This design comes from an exercise in tuning for small area on the open sky130 flow, not from production work.
Where RTL was checked, it was by simulation tests only, not by an equivalence proof against the original.
Power figures rest on the tool's default switching activity, not on a simulated workload.

## fjord
## filter_core
module filter_core #(
    parameter NMAX = 32
) (
    input  wire        clk,
    input  wire        rst_n,
    input  wire        cmd_valid,
    output wire        cmd_ready,
    input  wire [23:0] cmd_data,
    output wire        rsp_valid,
    input  wire        rsp_ready,
    output wire [31:0] rsp_data,
    output wire        fault_o
);
clock: 12.0 ns
lec_check: 0
cap_margin: 20
core_margin: 2
core_utilization: 40
cts_buf_list: sky130_fd_sc_hd__clkbuf_8
cts_cluster_diameter: 55
cts_cluster_size: 18
gpl_timing_driven: 0
place_density: 0.8
slew_margin: 5
standard.sh (not shown) runs the stock make flow with config.mk's settings and CLKGATE_MAP_FILE= SYNTH_SCRIPT=/design/flow/synth_recipe.tcl, a recipe that flattens the netlist after the stock synthesis.
==> flow/flow/run.sh <==
#!/bin/bash
# Own layout flow: the standard layout (standard.sh), except that the
# synthesis maps the combinational logic with an area-oriented ABC script
# (flow/abc_area_map.script) instead of ORFS's delay-oriented one. The
# synthesis is otherwise ORFS's, run through the standard flow's synth_recipe.tcl, so the
# registers and their names are those of the standard synthesis. The port
# buffers that the standard flow inserts are plain buf_1 cells, and clock tree
# synthesis adds no dummy loads.
set -euo pipefail
W=$(pwd)
S=$FLOW_HOME/scripts
mkdir -p "$W/mysynth"
sed -e "s#\$::env(SCRIPTS_DIR)/abc_speed.script#$W/flow/abc_area_map.script#" \
    -e "s#\$::env(SCRIPTS_DIR)/abc_area.script#$W/flow/abc_area_map.script#" \
    "$S/synth_preamble.tcl" > "$W/mysynth/synth_preamble.tcl"
sed -e "s#\$::env(SCRIPTS_DIR)/synth_preamble.tcl#$W/mysynth/synth_preamble.tcl#" \
    "$S/synth.tcl" > "$W/mysynth/synth.tcl"
sed -e "s#\$::env(SCRIPTS_DIR)/synth.tcl#$W/mysynth/synth.tcl#" \
    "$W/synth_recipe.tcl" > "$W/mysynth/synth_recipe.tcl"
sed -E "s#SYNTH_SCRIPT=[^ ]+#SYNTH_SCRIPT=$W/mysynth/synth_recipe.tcl 'BUFFER_PORTS_ARGS=-buffer_cell sky130_fd_sc_hd__buf_1' 'CTS_ARGS=-sink_clustering_enable -repair_clock_nets -sink_clustering_size 18 -sink_clustering_max_diameter 55 -buf_list sky130_fd_sc_hd__clkbuf_8 -sink_clustering_buffer sky130_fd_sc_hd__clkbuf_8 -root_buf sky130_fd_sc_hd__clkbuf_4 -tree_buf sky130_fd_sc_hd__clkbuf_4 -dont_use_dummy_load'#" \
    "$W/standard.sh" > "$W/mysynth/standard.sh"
grep -q "abc_area_map.script" "$W/mysynth/synth_preamble.tcl"
grep -q "mysynth/synth_preamble.tcl" "$W/mysynth/synth.tcl"
grep -q "mysynth/synth.tcl" "$W/mysynth/synth_recipe.tcl"
grep -q "mysynth/synth_recipe.tcl 'BUFFER_PORTS_ARGS.*dont_use_dummy_load'" "$W/mysynth/standard.sh"
bash "$W/mysynth/standard.sh" > "$W/flow_make.log" 2>&1
==> flow/flow/abc_area_map.script <==
&get -n
&st
&syn2
&dch -f
&nf -R 1000 -p -C 32 -F 8 -A 4
&st
&syn2
&dch -f
&nf -R 1000 -p -C 32 -F 8 -A 4
&st
&syn2
&dch -f
&nf -R 1000 -p -C 32 -F 8 -A 4
&st
&syn2
&dch -f
&nf -R 1000 -p -C 32 -F 8 -A 4
&put
topo
What indigo does differently from fjord at the input level:
diff --git a/flow/design.v b/flow/design.v
--- a/flow/design.v
+++ b/flow/design.v
@@ -108,39 +108,38 @@
             OP_WSET, OP_LIM, OP_SETDTH:
                 legal = 1'b1;
             OP_INIT:
                 legal = (fb == 8'd0) && (fa[7:1] == 7'd0);
             default:
                 legal = 1'b0;
         endcase
     end
     wire is_read  = (op == OP_RESET) || (op == OP_RDREG) || (op == OP_RDW) || (op == OP_RDK);
     wire cfg_only = (op == OP_SETN) || (op == OP_SETLIM) || (op == OP_SETDTH) ||
                     (op == OP_WPUSH) || (op == OP_KPUSH) || (op == OP_INIT);
     wire run_only = (op >= OP_LIM) && (op <= OP_DITH);
-    wire [5:0] icnt    = (op == OP_RDK) ? kcnt : wcnt;
-    wire       idx_bad = (fb >= {2'd0, icnt});
     reg [3:0] dec_fault;
     always @(*) begin
         dec_fault = E_NONE;
         if (!legal)
             dec_fault = E_ILL;
         else if (mode == M_FAULT && !is_read)
             dec_fault = E_LOCKED;
         else if ((mode == M_RUN && cfg_only) || (mode == M_CONFIG && run_only))
             dec_fault = E_MODE;
         else begin
             case (op)
                 OP_RDREG: if (fb > 8'h13) dec_fault = E_IDX;
-                OP_RDW, OP_WSET, OP_RDK: if (idx_bad) dec_fault = E_IDX;
+                OP_RDW, OP_WSET: if (fb >= {2'd0, wcnt}) dec_fault = E_IDX;
+                OP_RDK: if (fb >= {2'd0, kcnt}) dec_fault = E_IDX;
                 OP_WPUSH: if (wcnt[5]) dec_fault = E_CAP;
                 OP_KPUSH: if (kcnt[5]) dec_fault = E_CAP;
                 OP_INIT: begin
                     if (n_r < 8'd2 || n_r > 8'd32)        dec_fault = E_NLEN;
                     else if ({2'd0, wcnt} != n_r)          dec_fault = E_WFILL;
                     else if (dth == 16'd0)                 dec_fault = E_DTH;
                     else if (fa[0] && {2'd0, kcnt} != n_r) dec_fault = E_KLEN;
                 end
                 OP_MAVG, OP_SMAVG: if (n_r < 8'd3) dec_fault = E_NTRIM;
                 OP_WSAVG: if (!kok) dec_fault = E_NOWGT;
                 default: ;
             endcase
Findings:
Between indigo and fjord, it is indigo whose adder-cell share of the synthesized area is higher, by 0.29 points. Summary — buffer share of cell area, indigo relative to fjord: lower, by 0.17 points. Summary of indigo over fjord: width of the die held; met2 wire length up about 2%. The initial standard-cell utilization of the core was comparable across fjord and indigo. The faster design of the two is fjord; indigo tops out lower. Total power ends up higher on fjord. Compared with fjord, in indigo synthesized area climbed about 0.35%; worst slew slack as a fraction of its limit climbed 2.3 points; buffer depth of the longest clock path barely changed; sequential share of layout area barely changed; worst voltage drop across the vdd grid dropped about 13%. Changes observed in indigo relative to fjord: relative contribution of sequential cells to total power +0.9 points, share of the clock period used by the worst path after layout went up.
Only the layout flow was run in fjord; the RTL was not checked for function there.

[separate check: timing with driven ports]
The results above use ideal ports. As a check the final layouts listed here were re-extracted and re-timed, cells and wires unchanged. Step 1: set_driving_cell puts a clkbuf_16 on clk and a buf_2 on each other input, an assumption about the parent block. Step 2 moves the port delays by t, midway between the first and last clock arrival at a register: inputs arrive t later, outputs are due t later. That takes back most of the time a late clock gives input paths. a / b / c = ideal ports / drivers / drivers and shift; a / b = the first two.
run	shift t [ns]	setup slack, ns	worst setup path after step 2	clock arrival spread, ns	worst register clock-pin slew, ns
fjord	0.864	1.019 / 1.019 / 1.019	register to register	0.142 / 0.142	0.12 / 0.12
indigo	0.849	0.923 / 0.923 / 0.923	register to register	0.119 / 0.119	0.11 / 0.11
After both steps setup and hold are still met in every run listed.
